From an optimization exercise on the open Yosys and OpenROAD flow, aimed at small area; shortcuts taken in it are not production practice. Only simulation tests tie the RTL to the original design; equivalence was not proved. Power and IR drop assume default switching activity.

--- design.v ---
module vesc_can_codec (
    input  wire        clk,
    input  wire        rst,
    input  wire        req_valid,
    output wire        req_ready,
    input  wire [1:0]  req_op,           
    input  wire [15:0] req_node,         
    input  wire [15:0] req_type_id,      
    input  wire [31:0] req_identifier,
    input  wire [7:0]  req_kind,
    input  wire [63:0] req_param,        
    input  wire [63:0] req_vel,          
    input  wire        req_vel_present,
    input  wire        req_store,
    input  wire [3:0]  req_len,
    input  wire [63:0] req_payload,      
    output wire        rsp_valid,
    input  wire        rsp_ready,
    output wire [3:0]  rsp_code,
    output wire [28:0] rsp_identifier,
    output wire [7:0]  rsp_node,
    output wire [7:0]  rsp_type_id,
    output wire [3:0]  rsp_len,
    output wire [63:0] rsp_payload,      
    output wire [31:0] rsp_field0,
    output wire [31:0] rsp_field1,
    output wire [31:0] rsp_field2,
    output wire [31:0] rsp_field3,
    output wire [16:0] rsp_info
);
    localparam [3:0] C_IDENT  = 4'd0, C_FIELDS = 4'd1, C_FRAME = 4'd2,
                     C_RECORD = 4'd3, C_NOREC  = 4'd4, C_RANGE = 4'd8,
                     C_FORMAT = 4'd9, C_VALUE  = 4'd10, C_ILLEGAL = 4'd11;
    localparam [2:0] P_IDLE = 3'd0, P_MUL = 3'd1, P_MACC = 3'd2, P_SHF = 3'd3,
                     P_FIN  = 3'd4, P_VACC = 3'd5;
    reg        rv;           
    reg [2:0]  ph;           
    reg        pre;          
    reg [63:0] D;            
    reg [15:0] A;            
    reg [3:0]  code;
    reg        X;            
    reg        l5, l8;       
    reg [4:0]  cnt;          
    reg        flag;         
    reg        sgn;          
    reg        vovf;         
    wire [7:0] kind = req_kind;
    wire k1  = (kind == 8'd1);
    wire k3  = (kind == 8'd3);
    wire k4  = (kind == 8'd4);
    wire k68 = (kind == 8'd68);
    wire k72 = (kind == 8'd72);
    wire ki  = k1 | k3 | k4;
    wire kf  = (kind == 8'd64) | (kind == 8'd65) | (kind == 8'd66) | k68 |
               (kind == 8'd69) | (kind == 8'd70) | (kind == 8'd71) | k72;
    wire node_ok = (req_node[15:8] == 8'd0);
    wire type_ok = (req_type_id[15:8] == 8'd0);
    wire enc_go  = (req_op == 2'd2) & (ki | kf) & node_ok;
    wire [10:0] pe  = req_param[62:52];
    wire [52:0] sig = {1'b1, req_param[51:0]};
    wire [10:0] i_c = kind[2] ? 11'd1034 : kind[1] ? 11'd1053 : 11'd1044;
    wire [11:0] i_d = {1'b0, i_c} - {1'b0, pe};
    wire i_min  = kind[1] & (&i_d) & req_param[63] & (req_param[51:21] == 31'd0);
    wire i_ovf  = i_d[11] & ~i_min;
    wire i_zero = ~i_d[11] & (i_d[10:5] != 6'd0);
    wire [4:0] i_k = i_d[4:0];
    wire mul_need = ki & ~i_ovf & ~i_zero & ~i_min;
    wire vel_pos = ~req_vel[63] && (req_vel[62:0] != 63'b0) &&
                   !(req_vel[62:52] == 11'h7FF && req_vel[51:0] != 52'b0);
    wire vel_need = k68 & req_vel_present & vel_pos;
    wire        use_vel = (ph == P_IDLE) & vel_need;
    wire [63:0] fv  = use_vel ? req_vel : req_param;
    wire        fs  = fv[63];
    wire [10:0] fe  = fv[62:52];
    wire [51:0] fm  = fv[51:0];
    reg  [30:0] fl_val;
    reg         fl_g, fl_flag, fl_sgn;
    reg  [4:0]  fl_cnt;
    always @(*) begin
        fl_sgn  = fs;
        fl_g    = fm[28];
        fl_flag = |fm[27:0];
        fl_cnt  = 5'd0;
        if (fe == 11'h7FF) begin
            fl_val  = {8'hFF, (fm != 52'b0), 22'b0};
            fl_g    = 1'b0;
            fl_flag = 1'b0;
            if (fm != 52'b0) fl_sgn = 1'b0;
        end else if (fe >= 11'd1151) begin
            fl_val  = {8'hFE, 23'h7FFFFF};
            fl_g    = 1'b1;
            fl_flag = 1'b1;
        end else if (fe >= 11'd897) begin
            fl_val  = {~fe[7], fe[6:0], fm[51:29]};
        end else if (fe >= 11'd872) begin
            fl_val  = {7'b0, 1'b1, fm[51:29]};
            fl_cnt  = 5'd1 - fe[4:0];
        end else begin
            fl_val  = 31'b0;
            fl_g    = 1'b0;
            fl_flag = 1'b0;
        end
    end
    wire imode = ~A[14];
    wire bstep = (ph == P_MUL) & ((cnt == 5'd0) |
                 (A[10] & ((cnt == 5'd3) | (cnt == 5'd8) | (cnt >= 5'd10))) |
                 (~A[10] & ~A[9] & (cnt >= 5'd2)));
    localparam integer ADD_LO = 44;
    wire [52:0] add_a = D[63:11];
    wire [52:0] add_b = sig & {53{bstep}};
    wire [53:0] add_c;
    wire [53:0] sum0;
    wire [53:ADD_LO] inc_p;
    wire [53:0] sum;
    assign add_c[0] = 1'b0;
    assign add_c[ADD_LO] = 1'b0;
    genvar gi;
    generate
        for (gi = 0; gi < 53; gi = gi + 1) begin : g_add
            assign sum0[gi] = add_a[gi] ^ add_b[gi] ^ add_c[gi];
            if (gi + 1 == 22)
                assign add_c[gi+1] = (add_a[gi] & add_b[gi]) | (add_a[gi] & add_c[gi]) |
                                     (add_b[gi] & add_c[gi]) | f_inj;
            else if (gi + 1 != ADD_LO)
                assign add_c[gi+1] = (add_a[gi] & add_b[gi]) | (add_a[gi] & add_c[gi]) |
                                     (add_b[gi] & add_c[gi]);
        end
        for (gi = ADD_LO; gi < 54; gi = gi + 1) begin : g_inc
            if (gi == ADD_LO) begin : g_first
                assign inc_p[gi] = 1'b1;
            end else begin : g_next
                assign inc_p[gi] = inc_p[gi-1] & sum0[gi-1];
            end
            assign sum[gi] = sum0[gi] ^ (cl & inc_p[gi]);
        end
    endgenerate
    wire cl = (add_a[ADD_LO-1] & add_b[ADD_LO-1]) | (add_a[ADD_LO-1] & add_c[ADD_LO-1]) |
              (add_b[ADD_LO-1] & add_c[ADD_LO-1]);
    assign sum0[53] = add_c[53];
    assign sum[ADD_LO-1:0] = sum0[ADD_LO-1:0];
    wire f_inc = D[32] & (flag | D[33]);
    wire f_inj = (ph == P_FIN) & ~imode & f_inc;
    wire rot_out = D[32] ^ flag;
    wire rot_f   = sgn ? (D[32] | flag) : (D[32] & flag);
    wire fin_ovf = imode ? (sgn ^ ((rot_f ^ sgn) | rot_out))
                         : (f_inc & (D[63:56] == 8'hFE) & (&D[55:33]));
    reg [3:0] fld;
    always @(*) begin
        case (A[15:8])
            8'd1:    fld = 4'd0;
            8'd3:    fld = 4'd1;
            8'd64:   fld = 4'd3;
            8'd65:   fld = 4'd4;
            8'd66:   fld = 4'd5;
            8'd69:   fld = 4'd6;
            8'd70:   fld = 4'd7;
            8'd71:   fld = 4'd8;
            default: fld = 4'd2;         
        endcase
        if (!fin_ovf) fld = 4'd6;        
    end
    reg [3:0]  im_code;
    reg [15:0] im_A;
    reg        im_X;
    reg [3:0]  need;
    reg        known;
    always @(*) begin
        im_code = C_FIELDS;
        im_A    = req_identifier[15:0];
        im_X    = 1'b0;
        need    = 4'd8;
        known   = 1'b1;
        case (req_identifier[15:8])
            8'd9, 8'd14, 8'd15, 8'd16, 8'd28: need = 4'd8;
            8'd27:   need = 4'd6;
            default: known = 1'b0;
        endcase
        case (req_op)
        2'd0: begin
            if (!node_ok) begin
                im_code = C_RANGE; im_A = req_node;
            end else if (!type_ok) begin
                im_code = C_RANGE; im_A = req_type_id; im_X = 1'b1;
            end else begin
                im_code = C_IDENT; im_A = {req_type_id[7:0], req_node[7:0]};
            end
        end
        2'd1: ;
        2'd2: begin
            if (!(ki | kf)) begin
                im_code = C_ILLEGAL; im_A = {8'b0, kind};
            end else begin
                im_code = C_RANGE; im_A = req_node;
            end
        end
        default: begin
            if (!known)
                im_code = C_NOREC;
            else if (req_len < need) begin
                im_code = C_FORMAT; im_A = {req_identifier[15:8], req_len, need};
            end else
                im_code = C_RECORD;
        end
        endcase
    end
    assign req_ready = ~rv & ((ph == P_IDLE) ? ~(enc_go & (mul_need | vel_need))
                                             : ((ph == P_MACC) | (ph == P_VACC)));
    wire s_idle = (ph == P_IDLE);
    wire s_mul  = (ph == P_MUL);
    wire s_macc = (ph == P_MACC);
    wire s_shf  = (ph == P_SHF);
    wire s_fin  = (ph == P_FIN);
    wire s_vacc = (ph == P_VACC);
    wire go     = s_idle & req_valid & ~rv;    
    wire t_imm  = go & ~enc_go;                
    wire t_enc  = go & enc_go;                 
    wire t_ild  = t_enc & ki;                  
    wire t_fid  = t_enc & ~ki;                 
    wire t_fld  = t_fid | s_vacc;              
    wire fin_end = ~imode | (cnt == 5'd1);    
    wire t_done = s_fin & ~pre & fin_end;      
    wire t_vovf = t_done & (fin_ovf | vovf);   
    wire mul_last = (cnt == (A[10] ? 5'd13 : A[9] ? 5'd0 : 5'd6));
    reg [2:0] ph_n;
    always @(*) begin
        case (ph)
        P_IDLE: begin
            ph_n = P_IDLE;
            if (t_ild)
                ph_n = mul_need ? P_MUL : P_FIN;
            else if (t_fid)
                ph_n = (fl_cnt != 5'd0) ? P_SHF : P_FIN;
        end
        P_MUL:   ph_n = !req_valid ? P_IDLE : mul_last ? P_MACC : P_MUL;
        P_MACC:  ph_n = !req_valid ? P_IDLE : (i_k != 5'd0) ? P_SHF : P_FIN;
        P_SHF:   ph_n = (pre & !req_valid) ? P_IDLE : (cnt == 5'd1) ? P_FIN : P_SHF;
        P_FIN:   ph_n = !fin_end ? P_FIN : (pre & req_valid) ? P_VACC : P_IDLE;
        P_VACC:  ph_n = !req_valid ? P_IDLE : (fl_cnt != 5'd0) ? P_SHF : P_FIN;
        default: ph_n = P_IDLE;
        endcase
    end
    wire d_hhold = ~(t_imm | t_ild | t_fld | s_mul | s_shf | s_fin);
    wire d_lhold = ~(t_imm | t_ild | t_fid | s_vacc | s_mul);
    wire [31:0] d_hi_n =
        ({32{d_hhold}} & D[63:32]) |
        ({32{s_mul | s_shf}} & sum[53:22]) |
        ({32{s_fin}} & {imode ? rot_out : sgn, sum[52:22]}) |
        {32{t_ild & i_ovf}} |
        {t_ild & i_min, 31'b0} |
        ({32{t_fld}} & {fl_val, fl_g}) |
        ({32{t_imm}} & req_payload[63:32]);
    wire [31:0] d_lo_n =
        ({32{d_lhold}} & D[31:0]) |
        ({32{s_mul}} & {sum[21:0], D[10:1]}) |
        ({32{t_fid}} & {7'b0, req_store, 24'b0}) |
        ({32{s_vacc}} & D[63:32]) |
        ({32{t_imm}} & req_payload[31:0]);
    wire a_hold = ~(t_imm | t_enc | t_vovf);
    wire [15:0] a_n = ({16{a_hold}} & A) |
                      ({16{t_imm}} & im_A) |
                      ({16{t_enc}} & {kind, req_node[7:0]}) |
                      ({16{t_vovf}} & {12'b0, fld});
    wire [3:0] code_n = ({4{a_hold}} & code) |
                        ({4{t_imm}} & im_code) |
                        ({4{t_enc}} & C_FRAME) |
                        ({4{t_vovf}} & C_VALUE);
    wire x_n   = (~(t_imm | t_enc) & X) | (t_imm & im_X);
    wire l5_n  = (~(t_imm | t_enc) & l5) | (t_enc & k72);
    wire l8_n  = (~(t_imm | t_enc | s_vacc) & l8) | s_vacc;
    wire [4:0] cnt_n = s_mul ? (cnt + 5'd1) :
                       (s_shf | s_fin) ? (cnt - 5'd1) :
                       t_ild ? 5'd0 :
                       s_macc ? i_k : fl_cnt;
    wire flag_n = s_shf  ? (imode ? (flag & D[32]) : (flag | D[32])) :
                  s_fin  ? rot_f :
                  s_macc ? ((&D[31:10]) & (D[63] | D[9])) :
                  t_ild  ? i_ovf : fl_flag;
    wire sgn_n  = (s_shf | s_fin) ? sgn : t_fld ? fl_sgn : req_param[63];
    wire pre_n  = (t_ild & mul_need) | (t_fid & vel_need) |
                  (~(t_ild | t_fid | s_macc | s_vacc) & pre);
    wire vovf_n = (s_fin & pre) ? fin_ovf : (~t_enc & vovf);
    wire rv_n   = t_imm | t_done | (rv & ~rsp_ready);
    always @(posedge clk) begin
        D     <= {d_hi_n, d_lo_n};
        A     <= a_n;
        code  <= code_n;
        X     <= x_n;
        l5    <= l5_n;
        l8    <= l8_n;
        cnt   <= cnt_n;
        flag  <= flag_n;
        sgn   <= sgn_n;
        vovf  <= vovf_n;
        if (rst) begin
            rv  <= 1'b0;
            ph  <= P_IDLE;
            pre <= 1'b0;
        end else begin
            rv  <= rv_n;
            ph  <= ph_n;
            pre <= pre_n;
        end
    end
    wire is_frame = (code == C_FRAME);
    wire is_id    = (code == C_IDENT) | is_frame;
    wire is_nt    = (code == C_FIELDS) | (code == C_RECORD) | (code == C_NOREC);
    wire is_rec   = (code == C_RECORD);
    wire [7:0] ty = A[15:8];
    wire c9  = is_rec & (ty == 8'd9);
    wire c14 = is_rec & ((ty == 8'd14) | (ty == 8'd15));
    wire c16 = is_rec & ((ty == 8'd16) | (ty == 8'd28));
    wire c27 = is_rec & (ty == 8'd27);
    wire c32 = c9 | c14 | c27;
    assign rsp_valid      = rv;
    assign rsp_code       = code;
    assign rsp_identifier = {13'b0, A & {16{is_id}}};
    assign rsp_node       = A[7:0]  & {8{is_nt}};
    assign rsp_type_id    = A[15:8] & {8{is_nt}};
    assign rsp_len        = is_frame ? (l8 ? 4'd8 : l5 ? 4'd5 : 4'd4) : 4'd0;
    assign rsp_payload    = {D[63:32] & {32{is_frame}},
                             D[31:24] & {8{is_frame & (l5 | l8)}},
                             D[23:0]  & {24{is_frame & l8}}};
    assign rsp_info       = {X, A & {16{code[3]}}};
    assign rsp_field0 = ({32{c32}} & D[63:32]) |
                        ({32{c16}} & {{16{D[63]}}, D[63:48]});
    assign rsp_field1 = ({32{c14}} & D[31:0]) |
                        ({32{c9 | c27}} & {{16{D[31]}}, D[31:16]}) |
                        ({32{c16}} & {{16{D[47]}}, D[47:32]});
    assign rsp_field2 = ({32{c9}} & {{16{D[15]}}, D[15:0]}) |
                        ({32{c16}} & {{16{D[31]}}, D[31:16]});
    assign rsp_field3 = ({32{c16}} & {{16{D[15]}}, D[15:0]});
endmodule
--- flow/run.sh ---
#!/bin/bash
# Standard layout, except that the port buffers are the platform's smallest
# buffer (sky130_fd_sc_hd__buf_1) instead of the one buffer_ports picks.
set -euo pipefail
export BUFFER_PORTS_ARGS="-buffer_cell sky130_fd_sc_hd__buf_1"
bash standard.sh > standard.log 2>&1
--- standard.sh ---
#!/bin/bash
# synth_recipe.tcl (not shown) runs the flow's synth.tcl, then flattens the netlist and writes it again
# the make line also repeats each setting of config.mk as NAME=value (left out here)
make -C /OpenROAD-flow-scripts/flow DESIGN_CONFIG=/design/flow/config.mk WORK_HOME=/design/flow/orfs CLKGATE_MAP_FILE= SYNTH_SCRIPT=/design/flow/synth_recipe.tcl "${@:-finish}"
--- config.mk ---
export PLATFORM = sky130hd
export DESIGN_NAME = vesc_can_codec
export DESIGN_NICKNAME = vesc_can_codec
export VERILOG_FILES = /design/flow/design.v
export SDC_FILE = /design/flow/constraint.sdc
export NUM_CORES = 4
export LEC_CHECK = 0
export ABC_AREA = 1
export CAP_MARGIN = 20
export CORE_MARGIN = 2
export CORE_UTILIZATION = 40
export SLEW_MARGIN = 20
--- constraint.sdc ---
create_clock -name core_clock -period 25.0 [get_ports {clk}]
set_input_delay 5.0000 -clock core_clock [delete_from_list [all_inputs] [get_ports {clk}]]
set_output_delay 5.0000 -clock core_clock [all_outputs]
set_load 0.01 [all_outputs]
==> notes.md, run 1 <==
Run status:
- The run finished with no timing, DRC or antenna violations.

Clocking:
- The number of setup buffers added after CTS is 0.
- The clock slew at the register clock pins of the worst setup and hold paths is 0.07 ns.
- The clock passes through at most 2 buffers.
- The maximum level of the CTS H-tree is 3.
- The worst-skew pair later-pin latency is 0.36 ns.
- The TritonCTS buffer count is 9.
- TritonCTS built the clock tree.
- The tree built by TritonCTS fans out to 100 sinks.
- The buffer cell driving the clock tree root is sky130_fd_sc_hd__clkbuf_16.

STA:
- The transition time of the tightest slew-check pin is 1.22 ns.
- After layout, the minimum clock period comes to 24.24 ns.
- Setup violations remaining at the end of the flow were counted as 0.
- The number of pins exceeding their max-slew limit in the final report is 0.
- The upper clock frequency limit is 41.3 MHz.
- The fraction of the cycle the final worst path needs is 97.0%.
- The clock arrives with 0.0144 ns of skew.
- The worst hold margin is 0.487 ns.
- The final number of hold-violating endpoints is 0.
- The max-slew headroom at the worst pin is 17.8%.

Route:
- In the final routed layout, each cell accounts on average for 21.3 µm.
- The met2 layer wire length in the routed design is 26.7 mm.
- Signal routing reaches up to met4.
- The detailed-routed wire length on met3 is 5.15 mm.
- The total detailed-routing wirelength is 57.4 mm.
- The detailed router finished its first iteration with 1618 violations.
- The number of antenna-violating nets in the routed design is 0.
- Using the TritonRoute via totals, the vias-per-cell ratio works out to 5.62.
- The via total after detailed routing is 15200.
- The detailed router put a total of 23.5 mm of wire on met1.
- For this run, design rule violations remaining after detail routing come to 0.
- The first TritonRoute pass finished after 5 iterations.

Yosys:
- Among all flip-flop cells after synthesis, the most frequent one is sky130_fd_sc_hd__dfxtp_1.
- The average instance area after synthesis is 6.04 µm².
- The cell area after synthesis is 11400 µm².
- The sequential area share after synthesis is 17.7%.
- The share of synthesized flip-flops with an asynchronous set or reset is 0%.
- Counting flops with a built-in enable in the synthesized netlist gives 1.
- Counting every instance in the synthesized netlist gives 1885.
- The total of flip-flops plus latches after synthesis is 100.
- In this run, distinct cell masters in the synthesized netlist total 63.
- For this run, the number of Yosys warnings is 1.

Worst setup path:
- Data arrives at the worst endpoint at 24.45 ns.
- The category of cells accounting for the largest share of critical-path delay is adder cells.
- The critical path class is primary input to flop.
- The largest stage delay on the critical path is 0.45 ns.
- The cell that appears most often on the critical path is sky130_fd_sc_hd__fa_1.
- STA puts the critical path data required time at 25.21 ns.
- The largest individual stage delay along the critical path comes from the cell sky130_fd_sc_hd__fa_1.
- The worst setup path is captured at a flop.
- The critical path starts at req_param[0].
- The peak fanout along the critical path is 3.
- The worst reg2reg path startpoint is cnt[0]$_DFF_P_.
- The number of buffers and inverters on the critical path is 11.
- The critical path startpoint category is a primary input.

Cells and area:
- Leaving out fill and tap cells, the most frequent cell in the layout is sky130_fd_sc_hd__buf_1.
- In the layout the commonest cells are sky130_fd_sc_hd__buf_1 (509), sky130_fd_sc_hd__nand2_1 (498), sky130_fd_sc_hd__inv_1 (256), sky130_fd_sc_hd__nor2_1 (251), sky130_fd_sc_hd__o21ai_0 (115).
- The net count of the finished layout is 2660.
- The share of final-layout standard cells stronger than drive strength 1 is 3.75%.
- The finished layout cell area is 13600 µm².
- The layout overhead on the synthesized area is 19.6%.
- The number of cells in the finished layout apart from fillers is 2699.
- The sequential cells in the finished layout cover a total of 2010 µm².
- Counting the fill cells in the layout gives 3178.
- The multi-input combinational cell area is 7820 µm².

Power:
- Registers are responsible for 36.8% of the overall power.
- The static leakage is 5.61 nW.
- Across the VDD grid, the largest voltage drop is 0.0000303 V.
- The internal power of the cells totals 0.310 mW.
- After layout, the design draws a total of 0.545 mW.
- The share of total power dissipated in combinational logic is 37.2%.
- The net switching power is 0.235 mW.
- Per report_power, the clock group accounts for 26.0% of the total.
- The switching power as a share of total power is 43.1%.
- The power density of the placed cells is 40.0 nW/µm².

Placement:
- The number of port buffers is 509.
- The number of cells in the design after placement is 2679.
- The placed instances occupy a cell area of 13300 µm².
- Detailed placement finished with a half-perimeter wire length of 46.7 mm.
- The placer's final routability congestion estimate is 0.983.

Floorplan:
- Measured along the y axis, the die boundary spans 173 µm.
- The horizontal die dimension is 173 µm.
- The die covers 29800 µm².
- The initial core utilization is 40.8%.
- The total I/O pin count is 540.
- The area of the core is 27900 µm².
- The floorplan has 61 rows.

Flow run:
- The number of maximum-capacitance violations is 0.

Global routing:
- Entering global routing, the biggest net connects 80 pins.
- The first global-routing pass estimated 84.4 mm of wire.
- The via count of the first global-routing pass is 14000.
- The number of antenna violations at the first check in global routing is 3.
- Global routing used 36.7% of the available tracks.
- The total global routing overflow is 0.

Hold path:
- In this run the most critical hold path is launched from X$_DFF_P_.
- The tightest min-delay check is of the flop to flop type.
kinds of logic (layout without fill, tap and decap cells):
group,count (synthesis),count (layout),share of synthesized area (%)
other,1,17,0.0329
buffers and inverters,385,805,14.6
XOR/XNOR,10,10,0.769
adder cells (fa/ha/maj),71,71,11.2
AO/OA/AOI/OAI,340,340,19.0
multiplexers,3,3,0.264
AND/OR/NAND/NOR,975,975,36.5
flip-flops,100,100,17.7
layer usage:
layer  GRT usage [%]  vias up
li1                -     7034
met1            48.1     7174
met2            60.9      839
met3            6.64      109
met4            12.6        0
met5               0        -
state kept, by name, indices dropped and copies added, names as in the netlist:
register	count
vovf	1
X	1
flag	1
code	4
ph	3
rv	1
pre	1
l5	1
D	64
A	16
cnt	5
l8	1
sgn	1
through the flow:
step	worst slack [ns]	utilization, %	setup TNS [ns]
2_1_floorplan	0.687	-	0
3_3_place_gp	-0.0898	47.6	-0.0898
3_5_place_dp	-0.362	47.6	-0.470
4_1_cts	0.00841	48.6	0
5_1_grt	-0.0802	48.8	-0.0802
6_report	0.760	48.8	0
repair_timing:
action | 4_1_cts | 5_1_grt
endpoints found under the setup margin | 0 | 6
hold endpoints to repair | 0 | 0
gates resized for setup | 0 | 16
hold buffers | 0 | 0
power groups by stage:
stage | logic [mW] | clock network, mW | registers [mW]
after floorplan | 0.117 | 0 | 0.196
after global placement | 0.195 | 0 | 0.203
after detailed placement | 0.196 | 0 | 0.203
after CTS | 0.197 | 0.141 | 0.200
after global routing | 0.220 | 0.147 | 0.203
final | 0.203 | 0.142 | 0.200
Yosys cell counts (all sizes together) (2+ instances only):
cell / count / area [µm²]
clkbuf: 60 / 226
or3: 2 / 12.5
o21ai: 126 / 638
a211oi: 3 / 22.5
nand4: 45 / 282
nor3b: 3 / 27.5
fa: 52 / 1040
dfxtp: 99 / 1980
nor4: 30 / 188
a32oi: 4 / 35.0
buf: 63 / 452
nand2: 507 / 1930
o22ai: 40 / 250
a21oi: 57 / 297
a31oi: 8 / 50.1
o2111ai: 35 / 307
clkinv: 2 / 7.51
o31ai: 2 / 15.0
o311ai: 2 / 17.5
ha: 19 / 238
o211ai: 14 / 105
o221ai: 33 / 289
or2: 4 / 25.0
nor2: 260 / 998
nor3: 31 / 155
nand3b: 8 / 60.1
or3b: 8 / 70.1
mux2i: 3 / 30.0
inv: 260 / 976
a22oi: 5 / 37.5
nand3: 75 / 398
xor2: 9 / 78.8
final cells by class:
type / count / share of cell area [%]
antenna: 3 / 0.0551
clock buffer: 11 / 1.78
clock inverter: 5 / 0.294
inverter: 262 / 7.22
multi-input combinational: 1413 / 57.4
sequential: 100 / 14.8
tap: 378 / 3.47
timing repair buffer: 527 / 15.0
final timing paths:
check                       end  slack, ns  cells after the start
hold reg to reg       X$_DFF_P_       0.49                      1
hold / removal        X$_DFF_P_       0.49                      1
setup reg to reg  D[63]$_DFF_P_       3.83                     72
setup / recovery  D[63]$_DFF_P_       0.76                     69
worst reg2reg max path: cells and delay by family, from the launching register on:
kind / cells / cell delay, ns
AOI/OAI and AO/OA: 6 / 0.96
and+or+nand+nor: 11 / 1.46
buffers and inverters: 10 / 0.75
adders and majority gates: 45 / 17.49
DFF: 1 / 0.34
==> run 2: changes to the inputs <==
--- a/design.v
+++ b/design.v
@@ -59,2 +59,6 @@
     wire enc_go  = (req_op == 2'd2) & (ki | kf) & node_ok;
+    wire p_lo = |req_param[27:0];
+    wire p_hi = |req_param[51:28];
+    wire v_lo = |req_vel[27:0];
+    wire v_hi = |req_vel[51:28];
     wire [10:0] pe  = req_param[62:52];
@@ -63,3 +67,3 @@
     wire [11:0] i_d = {1'b0, i_c} - {1'b0, pe};
-    wire i_min  = kind[1] & (&i_d) & req_param[63] & (req_param[51:21] == 31'd0);
+    wire i_min  = kind[1] & (&i_d) & req_param[63] & ~p_hi & (req_param[27:21] == 7'd0);
     wire i_ovf  = i_d[11] & ~i_min;
@@ -68,4 +72,4 @@
     wire mul_need = ki & ~i_ovf & ~i_zero & ~i_min;
-    wire vel_pos = ~req_vel[63] && (req_vel[62:0] != 63'b0) &&
-                   !(req_vel[62:52] == 11'h7FF && req_vel[51:0] != 52'b0);
+    wire vel_pos = ~req_vel[63] && ((req_vel[62:52] != 11'b0) | v_lo | v_hi) &&
+                   !(req_vel[62:52] == 11'h7FF && (v_lo | v_hi));
     wire vel_need = k68 & req_vel_present & vel_pos;
@@ -76,2 +80,4 @@
     wire [51:0] fm  = fv[51:0];
+    wire        f_lo = use_vel ? v_lo : p_lo;              
+    wire        f_nz = use_vel ? (v_lo | v_hi) : (p_lo | p_hi);    
     reg  [30:0] fl_val;
@@ -82,9 +88,9 @@
         fl_g    = fm[28];
-        fl_flag = |fm[27:0];
+        fl_flag = f_lo;
         fl_cnt  = 5'd0;
         if (fe == 11'h7FF) begin
-            fl_val  = {8'hFF, (fm != 52'b0), 22'b0};
+            fl_val  = {8'hFF, f_nz, 22'b0};
             fl_g    = 1'b0;
             fl_flag = 1'b0;
-            if (fm != 52'b0) fl_sgn = 1'b0;
+            if (f_nz) fl_sgn = 1'b0;
         end else if (fe >= 11'd1151) begin
--- a/config.mk
+++ b/config.mk
@@ -10,3 +10,4 @@
 export CORE_MARGIN = 2
-export CORE_UTILIZATION = 40
+export CORE_UTILIZATION = 35
+export CTS_BUF_LIST = sky130_fd_sc_hd__clkbuf_8 sky130_fd_sc_hd__clkbuf_16
 export SLEW_MARGIN = 20
==> notes.md, run 2 <==
Run status:
- The run finished with no timing, DRC or antenna violations.

Clocking:
- The number of clock sinks seen by CTS was 100 (unchanged).
- The maximum count of clock buffers along a single path was 2 (unchanged).
- The worst-skew pair later-pin latency came to 0.36 ns (about the same).
- The clock slew at the register clock pins of the worst setup and hold paths was 0.08 ns (about the same).
- The maximum level of the CTS H-tree is 3 (unchanged).
- The buffer cell driving the clock tree root is sky130_fd_sc_hd__clkbuf_16.
- The TritonCTS clock tree is yes.
- The TritonCTS buffer count was 9 (unchanged).

STA:
- The number of pins exceeding their max-slew limit in the final report was 0 (unchanged).
- The transition time of the tightest slew-check pin was 0.990 ns (-0.232 ns).
- The fraction of the cycle the final worst path needs was 96.4% (-0.58 points).
- The worst-case clock skew is 0.0123 ns (-0.00207 ns).
- The upper clock frequency limit came to 41.5 MHz (+0.60%).
- The total of endpoints with negative setup slack in the final report is 0 (unchanged).
- The max-slew headroom at the worst pin was 33.9% (+16 points).
- The shortest clock period the worst path allows after layout is 24.09 ns (-0.145 ns).
- The final number of hold-violating endpoints was 0 (unchanged).

Floorplan:
- The horizontal die dimension is 182 µm (+5.6%).
- The floorplan row count is 65 (+6.6%).
- The die area is 33300 µm² (+11%).
- The area of the core was 31500 µm² (+13%).
- The initial core utilization came to 35.4% (-5.4 points).
- The total I/O pin count is 540 (unchanged).
- The die height was 182 µm (+5.6%).

Placement:
- The number of cells in the design after placement was 2638 (-1.5%).
- The post-DP HPWL came to 46.4 mm (-0.54%).
- The number of port buffers came to 509 (unchanged).
- The placer's final routability congestion estimate was 1.02 (+3.9%).

Yosys:
- The sequential area share after synthesis was 18.1% (+0.40 points).
- The cell area after synthesis came to 11100 µm² (-2.2%).
- The fraction of post-synthesis cell area in the top cell type by area was 17.8% (+0.39 points).
- The most repeated cell in the gate-level netlist after synthesis is sky130_fd_sc_hd__nand2_1.
- The number of instances in the synthesized netlist is 1820 (-3.4%).
- Yosys attributes the largest share of cell area to sky130_fd_sc_hd__dfxtp_1 (18%), sky130_fd_sc_hd__nand2_1 (14%), sky130_fd_sc_hd__fa_1 (9.3%).
- The top flip-flop cell by instance count after synthesis is sky130_fd_sc_hd__dfxtp_1.
- The count of different cell masters after synthesis is 59 (-6.3%).
- The total of flip-flops plus latches after synthesis came to 100 (unchanged).
- The number of synthesis warnings is 1 (unchanged).
- By count the netlist is led by sky130_fd_sc_hd__nand2_1 (416), sky130_fd_sc_hd__nor2_1 (255), sky130_fd_sc_hd__inv_1 (241).
- The number of synthesized flops with an enable pin is 1 (unchanged).
- The biggest area consumer among synthesized cells is sky130_fd_sc_hd__dfxtp_1.
- The average instance area after synthesis is 6.12 µm² (+1.3%).
- The share of synthesized flip-flops with an asynchronous set or reset came to 0% (unchanged).

Worst setup path:
- The number of buffers and inverters on the critical path came to 11 (unchanged).
- The most numerous cell on the critical path is sky130_fd_sc_hd__fa_1.
- The worst setup path is captured at a flop.
- The reg-to-reg setup timing slack came to 4.11 ns (+0.28 ns).
- The startpoint identified for the worst register-to-register timing path is ph[0]$_SDFF_PP0_.
- The critical path startpoint category is a primary input.
- The largest stage delay on the critical path is 0.44 ns (about the same).
- The endpoint identified for the worst register-to-register timing path is D[62]$_DFF_P_.
- The category of cells accounting for the largest share of critical-path delay is adder cells.
- The length in cells of the worst reg-to-reg path came to 71 (-1.4%).
- The arrival time of the worst setup path is 24.34 ns (-0.11 ns).
- The critical path is of the primary input to flop type.
- The peak fanout along the critical path was 3 (unchanged).
- The slowest cell on the critical path is sky130_fd_sc_hd__fa_1.
- The data required time of the critical path came to 25.25 ns (+0.04 ns).

Hold path:
- The worst-case hold path end point is vovf$_DFF_P_.
- The cell depth of the worst hold path came to 2 (+1).
- The startpoint identified for the worst hold timing path is vovf$_DFF_P_.
- The tightest min-delay check is of the flop to flop type.

Power:
- The power density of the placed cells is 40.5 nW/µm² (+1.4%).
- The final total power is 0.545 mW (about the same).
- The largest vdd supply drop is 0.0000326 V (+7.7%).
- The static leakage is 5.43 nW (-3.3%).

Cells and area:
- The largest registers in the layout are D: 64 flops, A: 16 flops, cnt: 5 flops.
- The net count of the finished layout is 2594 (-2.5%).
- The count of fill cells added during filler insertion is 3564 (+12%).
- The number of cells in the finished layout apart from fillers is 2656 (-1.6%).
- The top cell types in the final layout, fill and taps aside, are sky130_fd_sc_hd__buf_1 (509), sky130_fd_sc_hd__nand2_1 (416), sky130_fd_sc_hd__nor2_1 (253), sky130_fd_sc_hd__inv_1 (241), sky130_fd_sc_hd__o21ai_0 (121).
- The layout overhead on the synthesized area is 20.7%.
- The register containing the most flip-flops in the final layout is D.
- Leaving out fill and tap cells, the most frequent cell in the layout is sky130_fd_sc_hd__buf_1.
- The share of final-layout standard cells stronger than drive strength 1 is 3.86% (+0.11 points).
- The number of flip-flops in the largest register is 64 (unchanged).

Global routing:
- The via count of the first global-routing pass is 13500 (-3.2%).
- The largest net degree at the start of global routing came to 65 (-19%).
- The total global routing overflow is 0 (unchanged).
- The number of antenna violations at the first check in global routing came to 2 (-1).
- The total track usage is 32.6% (-4.1 points).
- The wire length of the first global-routing pass is 82.3 mm (-2.5%).

Route:
- The detailed-router iteration count before antenna repair is 5 (unchanged).
- The total detailed-routing wirelength is 56.8 mm (-1.0%).
- The via total after detailed routing is 14800 (-2.3%).
- The number of antenna-violating nets in the routed design is 0 (unchanged).
- The first-iteration detailed-routing DRC count was 1631 (+0.80%).
- The post-detailed-route via-to-cell ratio is 5.58 (-0.69%).
- The count of unresolved DRC violations after routing was 0 (unchanged).
- The mean routed wirelength per cell was 21.4 µm (+0.59%).

Flow run:
- The number of maximum-capacitance violations is 0 (unchanged).
## run 2: changes by cell type in the layout (fill, tap and decap cells not counted), moves of 7 or more
cell / previous run / this run
sky130_fd_sc_hd__nand2_1: 498 / 416
sky130_fd_sc_hd__o22ai_1: 40 / 33
sky130_fd_sc_hd__inv_1: 256 / 241
sky130_fd_sc_hd__o311ai_0: 1 / 8
sky130_fd_sc_hd__o21ai_1: 9 / 23
sky130_fd_sc_hd__or3b_1: 8 / 0
sky130_fd_sc_hd__nand4_1: 45 / 58
sky130_fd_sc_hd__a21oi_1: 53 / 67
sky130_fd_sc_hd__o221ai_1: 33 / 21
## run 2: stage by stage
step | hold WS [ns] | worst slack, ns | util [%] | area, µm² | setup TNS, ns
floorplan | 0.441 | 0.659 | - | 11200 | 0
global placement | 0.466 | -0.156 | 41.6 | 13100 | -0.290
detailed placement | 0.476 | -0.332 | 41.6 | 13100 | -0.815
CTS | 0.493 | 0.0505 | 42.5 | 13400 | 0
global route | 0.516 | -0.0204 | 42.7 | 13400 | -0.0204
finish | 0.496 | 0.905 | 42.7 | 13400 | 0
## run 2: how the worst max path moves through the flow
stage | start | endpoint | slack (ns) | cells past startpoint
3_3_place_gp | req_param[0] | D[62]$_DFF_P_ | -0.16 | 67
5_1_grt | req_param[0] | D[63]$_DFF_P_ | -0.02 | 70
6_report | req_param[0] | D[62]$_DFF_P_ | 0.91 | 67
4_1_cts | req_param[0] | D[62]$_DFF_P_ | 0.05 | 67
2_1_floorplan | req_param[0] | D[62]$_DFF_P_ | 0.66 | 66
3_5_place_dp | req_param[0] | D[62]$_DFF_P_ | -0.33 | 67
## run 2: what timing repair did
| item | 4_1_cts | 5_1_grt |
|---|---|---|
| setup endpoints to repair | 0 | 6 |
| gates resized for setup | 0 | 16 |
| hold buffers | 0 | 0 |
| setup buffers | 0 | 0 |
## run 2: worst min-delay path: cells and delay by family, from the launching register on
family / cells / cell delay, ns
flops: 1 / 0.33
simple gates: 1 / 0.07
compound gates: 1 / 0.06
## run 2: final cells by class
cell class / count / area, µm² / share of cell area, %
Antenna cell: 2 / 5.00 / 0.0372
Clock buffer: 11 / 253 / 1.88
Clock inverter: 5 / 43.8 / 0.326
Inverter: 254 / 953 / 7.09
Multi-Input combinational cell: 1352 / 7610 / 56.6
Sequential cell: 100 / 2010 / 15.0
Tap cell: 402 / 503 / 3.74
Timing Repair Buffer: 530 / 2070 / 15.4
## run 2: routing by layer
metal	vias to the layer above	GRT usage, %	part of all wire (%)
li1	6878	-	-
met1	7001	42.6	41
met2	821	53.1	47
met3	112	6.73	8.8
met4	0	12.4	3.5
met5	-	0	0
## run 2: kinds of logic after synthesis
logic type,count (synthesis),synth area share (%)
AND/OR/NAND/NOR,880,33.5
buffers and inverters,381,14.6
AO/OA/AOI/OAI,368,20.7
flip-flops,100,18.1
adder cells (fa/ha/maj),71,11.5
XOR/XNOR,10,0.786
multiplexers,9,0.809
other,1,0.0337
## run 2: power by group
group	leakage, nW	internal [mW]	switching [mW]
logic	4.45	0.0560	0.140
registers	0.839	0.180	0.0241
clock network	0.140	0.0745	0.0714
==> run 3: changes to the inputs <==
--- a/config.mk
+++ b/config.mk
@@ -11,3 +11,4 @@
 export CORE_UTILIZATION = 35
-export CTS_BUF_LIST = sky130_fd_sc_hd__clkbuf_8 sky130_fd_sc_hd__clkbuf_16
+export CTS_BUF_LIST = sky130_fd_sc_hd__clkbuf_8
+export CTS_CLUSTER_SIZE = 10
 export SLEW_MARGIN = 20
==> notes.md, run 3 <==
Run status:
- The run finished with no timing, DRC or antenna violations.

Yosys:
- The number of synthesized flops with an enable pin is 1 (unchanged).
- The share of synthesized flip-flops with an asynchronous set or reset is 0% (unchanged).
- Among all cell types in the netlist, the one instantiated most often is sky130_fd_sc_hd__nand2_1.
- The number of instances in the synthesized netlist was 1820 (unchanged).
- The sequential area share after synthesis is 18.1% (unchanged).
- The count of different cell masters after synthesis is 59 (unchanged).
- The cell area after synthesis came to 11100 µm² (unchanged).
- Sorting the synthesized cells by area gives the leading types as sky130_fd_sc_hd__dfxtp_1 (18%), sky130_fd_sc_hd__nand2_1 (14%), sky130_fd_sc_hd__fa_1 (9.3%).
- The average instance area after synthesis was 6.12 µm² (unchanged).
- The number of synthesis warnings is 1 (unchanged).
- The total of flip-flops plus latches after synthesis is 100 (unchanged).
- In the synthesized netlist, the cells that appear most often are sky130_fd_sc_hd__nand2_1 (416), sky130_fd_sc_hd__nor2_1 (255), sky130_fd_sc_hd__inv_1 (241).
- The top flip-flop cell by instance count after synthesis is sky130_fd_sc_hd__dfxtp_1.
- The fraction of post-synthesis cell area in the top cell type by area is 17.8% (unchanged).
- The biggest area consumer among synthesized cells is sky130_fd_sc_hd__dfxtp_1.

Global routing:
- The largest net degree at the start of global routing is 65 (unchanged).
- The total track usage is 32.6% (about the same).
- The number of antenna violations at the first check in global routing is 2 (unchanged).
- The total global routing overflow is 0 (unchanged).
- The wire length of the first global-routing pass is 82.2 mm (about the same).
- The via count of the first global-routing pass is 13500 (-0.096%).

Route:
- The count of unresolved DRC violations after routing is 0 (unchanged).
- The mean routed wirelength per cell was 21.4 µm (+0.13%).
- The first-iteration detailed-routing DRC count is 1663 (+2.0%).
- The via total after detailed routing came to 14800 (+0.068%).
- The post-detailed-route via-to-cell ratio came to 5.58 (about the same).
- The total detailed-routing wirelength is 56.8 mm (+0.13%).
- The number of antenna-violating nets in the routed design is 0 (unchanged).
- The detailed-router iteration count before antenna repair is 6 (+1).

Floorplan:
- The die height is 182 µm (unchanged).
- The total I/O pin count came to 540 (unchanged).
- The horizontal die dimension is 182 µm (unchanged).
- The area of the core was 31500 µm² (unchanged).
- The initial core utilization is 35.4% (unchanged).
- The floorplan row count is 65 (unchanged).
- The die area is 33300 µm² (unchanged).

STA:
- The number of pins exceeding their max-slew limit in the final report is 0 (unchanged).
- The worst-case clock skew is 0.0207 ns (+0.00838 ns).
- The transition time of the tightest slew-check pin was 0.966 ns (-0.0243 ns).
- The shortest clock period the worst path allows after layout is 24.06 ns (-0.0391 ns).
- Setup repair after global routing left no endpoint under its margin.
- The upper clock frequency limit is 41.6 MHz (+0.16%).
- The total of endpoints with negative setup slack in the final report is 0 (unchanged).
- The final number of hold-violating endpoints is 0 (unchanged).
- The max-slew headroom at the worst pin is 35.2% (+1.3 points).
- The fraction of the cycle the final worst path needs came to 96.2% (-0.16 points).

Cells and area:
- The sequential cell area came to 2010 µm² (unchanged).
- The register with the most flip-flops in the final layout is D.
- The largest registers in the layout are D: 64 flops, A: 16 flops, cnt: 5 flops.
- From synthesis to final layout, the design area changed by 19.8%.
- The number of flip-flops in the largest register is 64 (unchanged).
- The multi-input combinational cell area is 7610 µm² (about the same).
- The net count of the finished layout is 2594 (unchanged).
- Leaving out fill and tap cells, the most frequent cell in the layout is sky130_fd_sc_hd__buf_1.
- The finished layout cell area is 13300 µm² (-0.77%).
- The number of cells in the finished layout apart from fillers is 2656 (unchanged).
- The share of final-layout standard cells stronger than drive strength 1 was 3.82% (-0.044 points).
- The top cell types in the final layout, fill and taps aside, are sky130_fd_sc_hd__buf_1 (509), sky130_fd_sc_hd__nand2_1 (416), sky130_fd_sc_hd__nor2_1 (253), sky130_fd_sc_hd__inv_1 (241), sky130_fd_sc_hd__o21ai_0 (121).
- The count of fill cells added during filler insertion is 3579 (+0.42%).

Worst setup path:
- The peak fanout along the critical path was 3 (unchanged).
- The count of cell instances traversed by the critical path is 67 (unchanged).
- STA classifies the critical path endpoint as a flop.
- The category of cells accounting for the largest share of critical-path delay is adder cells.
- The length in cells of the worst reg-to-reg path was 71 (unchanged).
- The largest stage delay on the critical path came to 0.44 ns (about the same).
- The slowest stage of the critical path belongs to the cell sky130_fd_sc_hd__fa_1.
- The arrival time of the worst setup path is 24.35 ns (about the same).
- The critical path startpoint category is a primary input.
- The number of buffers and inverters on the critical path is 11 (unchanged).
- The most numerous cell on the critical path is sky130_fd_sc_hd__fa_1.
- The data required time of the critical path is 25.30 ns (+0.05 ns).
- The critical path class is primary input to flop.

Power:
- The switching power as a share of total power is 45.4% (+2.3 points).
- The static leakage is 5.38 nW (-0.86%).
- The net switching power is 0.232 mW (-1.3%).
- The clock share of power is 21.9% (-4.9 points).
- The largest vdd supply drop is 0.0000249 V (-24%).
- The combinational cell fraction of total power came to 38.2% (+2.3 points).
- The internal power contribution came to 0.279 mW (-10%).
- The final total power is 0.511 mW (-6.3%).
- The power density of the placed cells is 38.3 nW/µm² (-5.6%).
- The sequential group share of total power is 39.9% (+2.5 points).

Flow run:
- The number of maximum-capacitance violations is 0 (unchanged).

Clocking:
- The number of clock sinks seen by CTS was 100 (unchanged).
- The TritonCTS buffer count is 9 (unchanged).
- TritonCTS built the clock tree.
- The buffer count from post-CTS setup fixing is 0 (unchanged).
- The maximum level of the CTS H-tree is 3 (unchanged).
- The worst-skew pair later-pin latency is 0.41 ns (+0.05 ns).
- The clock slew at the register clock pins of the worst setup and hold paths came to 0.11 ns (+0.03 ns).
- The buffer cell driving the clock tree root is sky130_fd_sc_hd__clkbuf_8.
- The maximum count of clock buffers along a single path is 2 (unchanged).

Placement:
- The post-placement cell area is 13100 µm² (unchanged).
- The number of port buffers is 509 (unchanged).
- The placer's final routability congestion estimate is 1.02 (unchanged).
- The post-DP HPWL is 46.4 mm (unchanged).
- The number of cells in the design after placement is 2638 (unchanged).

Hold path:
- In this run the worst hold path is classified as flop to flop.
- The cell depth of the worst hold path is 2 (unchanged).
[run 3: power groups by stage]
stage | Sequential [mW] | Clock (mW) | Combinational (mW)
after floorplan | 0.196 | 0 | 0.113
after detailed placement | 0.207 | 0 | 0.189
after global routing | 0.206 | 0.117 | 0.213
after CTS | 0.203 | 0.111 | 0.191
final | 0.204 | 0.112 | 0.195
after global placement | 0.206 | 0 | 0.189
[run 3: metrics by stage]
step	setup WS, ns	hold slack (ns)	setup TNS (ns)	util [%]
after floorplan	0.659	0.441	0	-
after global placement	-0.156	0.466	-0.290	41.6
after detailed placement	-0.332	0.476	-0.815	41.6
after CTS	0.101	0.499	0	42.2
after global routing	0.00933	0.522	0	42.4
final	0.944	0.498	0	42.4
[run 3: kinds of logic (layout without fill, tap and decap cells)]
family          Yosys count  after routing  synth area share, %
fa+ha+maj                71             71                 11.5
flops                   100            100                 18.1
other cells               1             16               0.0337
mux                       9              9                0.809
compound gates          368            368                 20.7
xor+xnor                 10             10                0.786
buf+inv                 381            800                 14.6
simple gates            880            880                 33.5
[run 3: per-layer routing]
| metal | global-route usage, % | up-vias | part of all wire (%) |
|---|---|---|---|
| met3 | 6.79 | 107 | 8.8 |
| met1 | 42.6 | 7010 | 41 |
| met5 | 0 | - | 0 |
| li1 | - | 6871 | - |
| met4 | 12.2 | 0 | 3.4 |
| met2 | 53.2 | 834 | 47 |
[run 3: cell type report]
class,instances,share of cell area (%)
multi-input cells,1352,57.0
repair buffers,530,15.5
flip-flops and latches,100,15.1
inverters,254,7.15
well taps,402,3.77
clock buffers,11,1.13
clock inverters,5,0.328
diodes,2,0.0375
[run 3: worst min-delay path, cell delays in order, from the launching register on]
cell and delay, ns:
sky130_fd_sc_hd__dfxtp_1 0.33, sky130_fd_sc_hd__nand3_1 0.07, sky130_fd_sc_hd__o21ai_0 0.07
[run 3: timing repair]
action	in CTS	in global routing
endpoints found under the hold margin	0	0
hold buffers	0	0
gates resized for setup	0	15
endpoints found under the setup margin	0	5
[run 3: path summary, 6_finish.rpt]
path / start / end / slack (ns)
hold / removal: vovf$_DFF_P_ / vovf$_DFF_P_ / 0.50
hold reg to reg: vovf$_DFF_P_ / vovf$_DFF_P_ / 0.50
setup reg to reg: ph[0]$_SDFF_PP0_ / D[62]$_DFF_P_ / 4.10
setup / recovery: req_param[0] / D[62]$_DFF_P_ / 0.94
==> run 4: changes to the inputs <==
--- a/config.mk
+++ b/config.mk
@@ -7,3 +7,2 @@
 export LEC_CHECK = 0
-export ABC_AREA = 1
 export CAP_MARGIN = 20
@@ -11,4 +10,2 @@
 export CORE_UTILIZATION = 35
-export CTS_BUF_LIST = sky130_fd_sc_hd__clkbuf_8
-export CTS_CLUSTER_SIZE = 10
 export SLEW_MARGIN = 20
==> notes.md, run 4 <==
Run status:
- The run finished with no timing, DRC or antenna violations.

Cells and area:
- The share of final-layout standard cells stronger than drive strength 1 is 4.33% (+0.51 points).
- The net count of the finished layout is 2282 (-12%).
- In the layout the commonest cells are sky130_fd_sc_hd__buf_1 (509), sky130_fd_sc_hd__nand2_1 (248), sky130_fd_sc_hd__and2_1 (108), sky130_fd_sc_hd__dfxtp_1 (99), sky130_fd_sc_hd__inv_1 (86).
- In the final layout, the registers with the most flip-flops are D: 64 flops, A: 16 flops, cnt: 5 flops.
- The library cell used most frequently in the layout, excluding fill and tap cells, is sky130_fd_sc_hd__buf_1.
- Compared with the post-synthesis result, the final layout area differs by 20.6%.
- The finished layout cell area is 13400 µm² (+0.74%).
- The number of flip-flops in the largest register is 64 (unchanged).
- The register containing the most flip-flops in the final layout is D.

Floorplan:
- The horizontal die dimension is 182 µm (about the same).
- The die area is 33300 µm² (about the same).
- The floorplan row count is 65 (unchanged).
- The die height came to 182 µm (about the same).
- The initial core utilization was 35.4% (about the same).
- The total I/O pin count came to 540 (unchanged).
- The area of the core is 31500 µm² (unchanged).

Yosys:
- The share of synthesized flip-flops with an asynchronous set or reset was 0% (unchanged).
- The fraction of post-synthesis cell area in the top cell type by area is 17.8% (about the same).
- The count of different cell masters after synthesis was 71 (+20%).
- The top flip-flop cell by instance count after synthesis is sky130_fd_sc_hd__dfxtp_1.
- The commonest cells after synthesis are sky130_fd_sc_hd__nand2_1 (248), sky130_fd_sc_hd__and2_1 (108), sky130_fd_sc_hd__clkbuf_1 (99), sky130_fd_sc_hd__dfxtp_1 (99), sky130_fd_sc_hd__nor2_1 (87).
- sky130_fd_sc_hd__dfxtp_1 takes more of the synthesized area than any other cell.
- The sequential area share after synthesis is 18.0% (about the same).
- The number of instances in the synthesized netlist is 1535 (-16%).
- By instance count, the leading cell after synthesis is sky130_fd_sc_hd__nand2_1.
- By area the synthesized netlist is led by sky130_fd_sc_hd__dfxtp_1 (18%), sky130_fd_sc_hd__fa_1 (9.3%), sky130_fd_sc_hd__nand2_1 (8.4%).
- The cell area after synthesis is 11100 µm² (about the same).
- The number of synthesis warnings is 1 (unchanged).
- The average instance area after synthesis is 7.26 µm² (+19%).
- The total of flip-flops plus latches after synthesis was 100 (unchanged).
- The number of synthesized flops with an enable pin is 1 (unchanged).

Worst setup path:
- STA classifies the critical path startpoint as a primary input.
- The worst setup path is captured at a flop.
- The data required time of the critical path is 25.23 ns (-0.07 ns).
- By instance count, the cell type seen most on the critical path is sky130_fd_sc_hd__fa_1.
- The slowest cell on the critical path is sky130_fd_sc_hd__fa_1.
- The endpoint of the worst register-to-register path is D[62]$_DFF_P_.
- The arrival time of the worst setup path is 24.42 ns (+0.07 ns).
- The length in cells of the worst reg-to-reg path is 60 (-15%).
- The peak fanout along the critical path came to 2 (-1).
- The reg-to-reg setup timing slack is 3.18 ns (-0.92 ns).
- The worst reg2reg path startpoint is ph[0]$_SDFF_PP0_.
- The largest stage delay on the critical path came to 0.45 ns (about the same).
- The critical path class is primary input to flop.

Route:
- The number of antenna-violating nets in the routed design came to 0 (unchanged).
- The post-detailed-route via-to-cell ratio is 5.97 (+7.0%).
- The total detailed-routing wirelength is 55.7 mm (-2.0%).
- The via total after detailed routing came to 14000 (-5.4%).
- The routed metal-1 wire length was 23.4 mm (about the same).
- The count of unresolved DRC violations after routing is 0 (unchanged).
- The met2 layer wire length in the routed design is 25.5 mm (-3.8%).
- The first-iteration detailed-routing DRC count is 1797 (+8.1%).
- The detailed-routed wire length on met3 is 4.69 mm (-6.6%).
- Routed signal wires occupy layers up through met4.
- The detailed-router iteration count before antenna repair is 9 (+3).
- The mean routed wirelength per cell was 23.7 µm (+11%).

Global routing:
- The total track usage was 32.1% (-0.53 points).
- The via count of the first global-routing pass is 12800 (-5.1%).
- The total global routing overflow is 0 (unchanged).
- The number of antenna violations at the first check in global routing is 6 (+4).
- The wire length of the first global-routing pass came to 81.0 mm (-1.6%).
- The largest net degree at the start of global routing is 67 (+3.1%).

Placement:
- The placer's final routability congestion estimate is 0.990 (-3.1%).
- The post-DP HPWL is 43.6 mm (-6.1%).
- The post-placement cell area was 13100 µm² (-0.24%).
- The number of port buffers is 509 (unchanged).

Hold path:
- The cell depth of the worst hold path is 2 (unchanged).
- The worst-case hold path end point is X$_DFF_P_.
- The hold path startpoint is X$_DFF_P_.
- The min-delay analysis places its worst path in the category flop to flop.

STA:
- The upper clock frequency limit is 41.3 MHz (-0.54%).
- The transition time of the tightest slew-check pin came to 1.11 ns (+0.145 ns).
- The worst hold margin is 0.454 ns (-0.0442 ns).
- The shortest clock period the worst path allows after layout is 24.19 ns (+0.131 ns).
- The number of pins exceeding their max-slew limit in the final report came to 0 (unchanged).
- The worst-case clock skew was 0.0171 ns (-0.00357 ns).
- The post-route setup TNS is 0 ns (unchanged).
- The total of endpoints with negative setup slack in the final report is 0 (unchanged).
- The final number of hold-violating endpoints is 0 (unchanged).
- The max-slew headroom at the worst pin is 25.5% (-9.7 points).
- The fraction of the cycle the final worst path needs came to 96.7% (+0.52 points).

Clocking:
- The buffer cell driving the clock tree root is sky130_fd_sc_hd__clkbuf_16.
- The worst-skew pair later-pin latency came to 0.37 ns (-0.04 ns).
- The maximum count of clock buffers along a single path was 2 (unchanged).
- The number of clock sinks seen by CTS came to 100 (unchanged).
- The maximum level of the CTS H-tree is 3 (unchanged).
- The number of hold-repair buffers added at the cts stage is 0 (unchanged).
- The TritonCTS buffer count is 9 (unchanged).
- The clock slew at the register clock pins of the worst setup and hold paths was 0.07 ns (-0.04 ns).
- The TritonCTS clock tree is yes.

Flow run:
- The number of maximum-capacitance violations was 0 (unchanged).

Power:
- The final total power is 0.573 mW (+12%).
- The power density of the placed cells was 42.7 nW/µm² (+11%).
- The largest vdd supply drop is 0.0000336 V (+35%).
- The static leakage was 5.13 nW (-4.7%).
run 4: cell types whose count changed after synthesis, moves of 36 or more:
cell                        change
sky130_fd_sc_hd__nand2_1      -168
sky130_fd_sc_hd__and3_1        +38
sky130_fd_sc_hd__o21ai_0       -61
sky130_fd_sc_hd__o2111ai_1     -36
sky130_fd_sc_hd__nor2_1       -168
sky130_fd_sc_hd__and2_1       +107
sky130_fd_sc_hd__inv_1        -155
sky130_fd_sc_hd__a222oi_1      +42
run 4: worst max path at each step:
stage	startpoint	endpoint	slack, ns	depth (start not counted)
floorplan	req_param[0]	D[62]$_DFF_P_	0.63	57
global placement	req_param[0]	D[63]$_DFF_P_	0.06	58
detailed placement	req_param[0]	D[62]$_DFF_P_	-0.19	57
CTS	req_param[0]	D[62]$_DFF_P_	0.21	57
global route	req_param[0]	D[62]$_DFF_P_	-0.05	57
finish	req_param[0]	D[62]$_DFF_P_	0.81	57
run 4: final cells by class:
cell class | instances | area, µm²
Inverter | 87 | 327
Antenna cell | 7 | 17.5
Fill cell | 3380 | 18000
Tap cell | 402 | 503
Sequential cell | 100 | 2010
Multi-Input combinational cell | 1204 | 8170
Clock inverter | 4 | 53.8
Clock buffer | 11 | 264
Timing Repair Buffer | 533 | 2090
run 4: critical path, delay by kind of cell:
kind,cells,cell delay [ns]
buf+inv,3,0.24
fa+ha+maj,44,17.47
simple gates,6,1.07
compound gates,3,0.55
xor+xnor,1,0.09
run 4: metrics by stage:
step / util [%] / std cells / setup WS (ns)
3_5_place_dp: 41.5 / 2326 / -0.192
5_1_grt: 42.7 / 2346 / -0.0548
2_1_floorplan: - / 1548 / 0.635
3_3_place_gp: 41.5 / 2326 / 0.0629
4_1_cts: 42.5 / 2341 / 0.209
6_report: 42.7 / 2348 / 0.813
run 4: metal layers:
| layer | vias to the layer above | global-route usage [%] |
|---|---|---|
| met3 | 125 | 4.47 |
| met2 | 852 | 51.4 |
| li1 | 6304 | - |
| met5 | - | 0 |
| met1 | 6742 | 43.8 |
| met4 | 0 | 12.4 |
run 4: report_power, final:
group	switching [mW]	internal [mW]	total (mW)	leakage, nW
registers	0.0626	0.182	0.244	0.839
clock network	0.0707	0.0865	0.157	0.149
logic	0.104	0.0682	0.172	4.14
run 4: logic make-up after synthesis:
family	synth area share [%]
and+or+nand+nor	31.1
AOI/OAI and AO/OA	25.3
buffers and inverters	10.0
DFF	18.0
adders and majority gates	11.5
muxes	2.47
xor gates and xnor gates	1.57
other	0.0336
run 4: timing repair:
action / in CTS / in global routing
setup buffers: 0 / 0
gates resized for setup: 0 / 13
setup endpoints to repair: 0 / 8
==> run 5: changes to the inputs <==
--- a/config.mk
+++ b/config.mk
@@ -7,2 +7,3 @@
 export LEC_CHECK = 0
+export ABC_AREA = 1
 export CAP_MARGIN = 20
==> notes.md, run 5 <==
Yosys:
- The cell area after synthesis is 11100 µm² (about the same).
- The adder and majority gate portion of the synthesized area is 11.5% (about the same).
- Ranked by instance count, the synthesized netlist is headed by sky130_fd_sc_hd__nand2_1 (416), sky130_fd_sc_hd__nor2_1 (255), sky130_fd_sc_hd__inv_1 (241).
- The xor/xnor share of the synthesized area is 0.786% (-0.79 points).
- By area, the combinational part of the netlist is dominated by simple AND/OR/NAND/NOR gates.
- The sequential area share after synthesis came to 18.1% (about the same).
- The average instance area after synthesis is 6.12 µm² (-16%).
- The share of synthesized flip-flops with an asynchronous set or reset was 0% (unchanged).
- The post-synthesis simple-gate area fraction is 33.5% (+2.4 points).
- By area the synthesized netlist is led by sky130_fd_sc_hd__dfxtp_1 (18%), sky130_fd_sc_hd__nand2_1 (14%), sky130_fd_sc_hd__fa_1 (9.3%).
- The top flip-flop cell by instance count after synthesis is sky130_fd_sc_hd__dfxtp_1.
- The biggest area consumer among synthesized cells is sky130_fd_sc_hd__dfxtp_1.
- The number of instances in the synthesized netlist is 1820 (+19%).
- The fraction of synthesized area in multiplexers is 0.809% (-1.7 points).
- The post-synthesis compound-gate area fraction is 20.7% (-4.6 points).
- The count of different cell masters after synthesis is 59 (-17%).
- The fraction of post-synthesis cell area in the top cell type by area came to 17.8% (about the same).
- Among all cell types in the netlist, the one instantiated most often is sky130_fd_sc_hd__nand2_1.
- The number of synthesized flops with an enable pin was 1 (unchanged).
- The total of flip-flops plus latches after synthesis is 100 (unchanged).
- The number of synthesis warnings came to 1 (unchanged).

Power:
- The power density of the placed cells came to 40.5 nW/µm² (-4.9%).
- The final total power was 0.545 mW (-4.9%).
- The largest vdd supply drop was 0.0000326 V (-3.0%).
- The static leakage is 5.43 nW (+5.8%).

Cells and area:
- The final design utilization was 42.7% (about the same).
- The number of flip-flops in the largest register is 64 (unchanged).
- Leaving out fill and tap cells, the most frequent cells in the layout are sky130_fd_sc_hd__buf_1 (509), sky130_fd_sc_hd__nand2_1 (416), sky130_fd_sc_hd__nor2_1 (253), sky130_fd_sc_hd__inv_1 (241), sky130_fd_sc_hd__o21ai_0 (121).
- The share of final-layout standard cells stronger than drive strength 1 is 3.86% (-0.47 points).
- The count of fill cells added during filler insertion is 3564 (+5.4%).
- The net count of the finished layout is 2594 (+14%).
- The register with the most flip-flops in the final layout is D.
- In the final layout, the registers with the most flip-flops are D: 64 flops, A: 16 flops, cnt: 5 flops.
- The most common cell after layout, fill and taps aside is sky130_fd_sc_hd__buf_1.
- The finished layout cell area is 13400 µm² (about the same).
- The layout overhead on the synthesized area is 20.7% (about the same).

Worst setup path:
- The category of cells accounting for the largest share of critical-path delay is adder cells.
- The largest stage delay on the critical path is 0.44 ns (about the same).
- STA classifies the critical path endpoint as a flop.
- The number of buffers and inverters on the critical path was 11 (+8).
- STA classifies the critical path startpoint as a primary input.
- The data required time of the critical path is 25.25 ns (+0.02 ns).
- Counting stages on the worst path, the most repeated cell is sky130_fd_sc_hd__fa_1.
- The slowest cell on the critical path is sky130_fd_sc_hd__fa_1.
- The arrival time of the worst setup path is 24.34 ns (-0.08 ns).
- The peak fanout along the critical path is 3 (+1).
- The critical path is of the primary input to flop type.

Flow run:
- The number of maximum-capacitance violations is 0 (unchanged).

Clocking:
- The TritonCTS buffer count came to 9 (unchanged).
- The maximum level of the CTS H-tree is 3 (unchanged).
- Clock tree synthesis selected as its root buffer the cell sky130_fd_sc_hd__clkbuf_16.
- The maximum count of clock buffers along a single path is 2 (unchanged).
- The number of hold-repair buffers added at the cts stage is 0 (unchanged).
- The buffer count from post-CTS setup fixing is 0 (unchanged).
- The number of clock sinks seen by CTS is 100 (unchanged).
- The post-cts resize count came to 0 (unchanged).
- TritonCTS built the clock tree.
- The clock slew at the register clock pins of the worst setup and hold paths is 0.08 ns (about the same).
- The worst-skew pair later-pin latency was 0.36 ns (about the same).

Floorplan:
- The total I/O pin count is 540 (unchanged).
- The die area is 33300 µm² (about the same).
- The floorplan row count came to 65 (unchanged).
- The horizontal die dimension is 182 µm (about the same).
- The area of the core is 31500 µm² (unchanged).
- The die height is 182 µm (about the same).
- The initial core utilization came to 35.4% (about the same).

Placement:
- The pre-CTS setup slack is -0.332 ns (-0.140 ns).
- The placer's final routability congestion estimate is 1.02 (+3.2%).
- The post-DP HPWL is 46.4 mm (+6.6%).
- The number of port buffers is 509 (unchanged).
- The post-placement cell area is 13100 µm² (+0.24%).

STA:
- The transition time of the tightest slew-check pin is 0.990 ns (-0.120 ns).
- The final number of hold-violating endpoints came to 0 (unchanged).
- The worst-case clock skew is 0.0123 ns (-0.00480 ns).
- The upper clock frequency limit was 41.5 MHz (+0.38%).
- The setup slack of the critical path after layout was 0.905 ns (+0.0917 ns).
- The total of endpoints with negative setup slack in the final report is 0 (unchanged).
- The max-slew headroom at the worst pin came to 33.9% (+8.4 points).
- The worst hold margin was 0.496 ns (+0.0424 ns).
- The number of pins exceeding their max-slew limit in the final report was 0 (unchanged).
- The shortest clock period the worst path allows after layout came to 24.09 ns (-0.0917 ns).
- The fraction of the cycle the final worst path needs is 96.4% (-0.37 points).

Global routing:
- The total track usage was 32.6% (+0.53 points).
- The via count of the first global-routing pass is 13500 (+5.5%).
- The largest net degree at the start of global routing came to 65 (-3.0%).
- The number of antenna violations at the first check in global routing is 2 (-4).
- The total global routing overflow is 0 (unchanged).
- The wire length of the first global-routing pass is 82.3 mm (+1.7%).

Hold path:
- The min-delay analysis places its worst path in the category flop to flop.

Route:
- The detailed-router iteration count before antenna repair was 5 (-4).
- The mean routed wirelength per cell is 21.4 µm (-9.9%).
- The total detailed-routing wirelength was 56.8 mm (+1.9%).
- The first-iteration detailed-routing DRC count was 1631 (-9.2%).
- The post-detailed-route via-to-cell ratio is 5.58 (-6.6%).
- The count of unresolved DRC violations after routing is 0 (unchanged).
- The via total after detailed routing is 14800 (+5.6%).
- The number of antenna-violating nets in the routed design was 0 (unchanged).

Run status:
- The run finished with no timing, DRC or antenna violations.
## run 5: changes by cell type in the layout (fill, tap and decap cells not counted), sizes merged, moves of 30 or more
cell / before / now
a221oi: 35 / 1
a222oi: 42 / 0
a22o: 35 / 0
and2: 108 / 2
and3: 38 / 0
inv: 87 / 251
nand2: 248 / 419
nand4: 29 / 59
nor2: 87 / 263
o2111ai: 0 / 36
o21ai: 83 / 148
## run 5: worst min-delay path: cells and delay by family, from the launching register on
kind	cells	cell delay [ns]
and+or+nand+nor	1	0.07
DFF	1	0.33
AOI/OAI and AO/OA	1	0.06
## run 5: metrics by stage
| stage | std cells | TNS [ns] |
|---|---|---|
| global placement | 2638 | -0.290 |
| global route | 2655 | -0.0204 |
| floorplan | 1833 | 0 |
| finish | 2656 | 0 |
| CTS | 2654 | 0 |
| detailed placement | 2638 | -0.815 |
## run 5: final timing paths
kind	cells past startpoint	startpoint	to	slack [ns]
max reg2reg	71	ph[0]$_SDFF_PP0_	D[62]$_DFF_P_	4.11
min reg2reg	2	vovf$_DFF_P_	vovf$_DFF_P_	0.50
max	67	req_param[0]	D[62]$_DFF_P_	0.91
min	2	vovf$_DFF_P_	vovf$_DFF_P_	0.50
## run 5: layout make-up
class | count | area (µm²) | share of cell area, %
diodes | 2 | 5.00 | 0.0372
clock buffers | 11 | 253 | 1.88
clock inverters | 5 | 43.8 | 0.326
inverters | 254 | 953 | 7.09
multi-input cells | 1352 | 7610 | 56.6
flip-flops and latches | 100 | 2010 | 15.0
well taps | 402 | 503 | 3.74
repair buffers | 530 | 2070 | 15.4
## run 5: cells by family after synthesis
group,count (synthesis)
flops,100
buf+inv,381
compound gates,368
mux,9
simple gates,880
fa+ha+maj,71
other cells,1
xor+xnor,10
## run 5: layer usage
layer  routed length (µm)  GRT usage, %  vias up
met2                26500          53.1      821
met1                23300          42.6     7001
met5                    0             0        -
li1                     -             -     6878
met3                 4980          6.73      112
met4                 2010          12.4        0
## run 5: power breakdown
group	switching (mW)	leakage (nW)	internal [mW]
Clock	0.0714	0.140	0.0745
Combinational	0.140	4.45	0.0560
Sequential	0.0241	0.839	0.180

[port drivers added, routing unchanged]
The results above use ideal ports. As a check the final layouts listed here were re-extracted and re-timed, cells and wires unchanged. Step 1 assumes that a clkbuf_16 drives the clock port and a buf_2 every other input. Step 2, shift: input delay + t, output delay - t, t = (earliest + latest rising clock arrival at the registers) / 2. This alone moves slack from input paths to output paths. Three values: no drivers, after step 1, after step 2; two values: the first two.
run | t (ns) | setup slack, ns | worst setup path after step 2 | worst data-port slew with drivers (ns)
run 1 | 0.408 | 0.760 / 0.765 / 0.357 | input to register | 0.09
run 2 | 0.410 | 0.905 / 0.936 / 0.525 | input to register | 0.07
run 3 | 0.450 | 0.944 / 0.971 / 0.521 | input to register | 0.08
run 4 | 0.411 | 0.813 / 0.838 / 0.427 | input to register | 0.10
run 5 | 0.410 | 0.905 / 0.936 / 0.525 | input to register | 0.07
After both steps setup and hold are still met in every run listed. For run 3, which loses most, drivers alone change the setup slack by +0.027 ns; drivers and shift together by -0.423 ns.
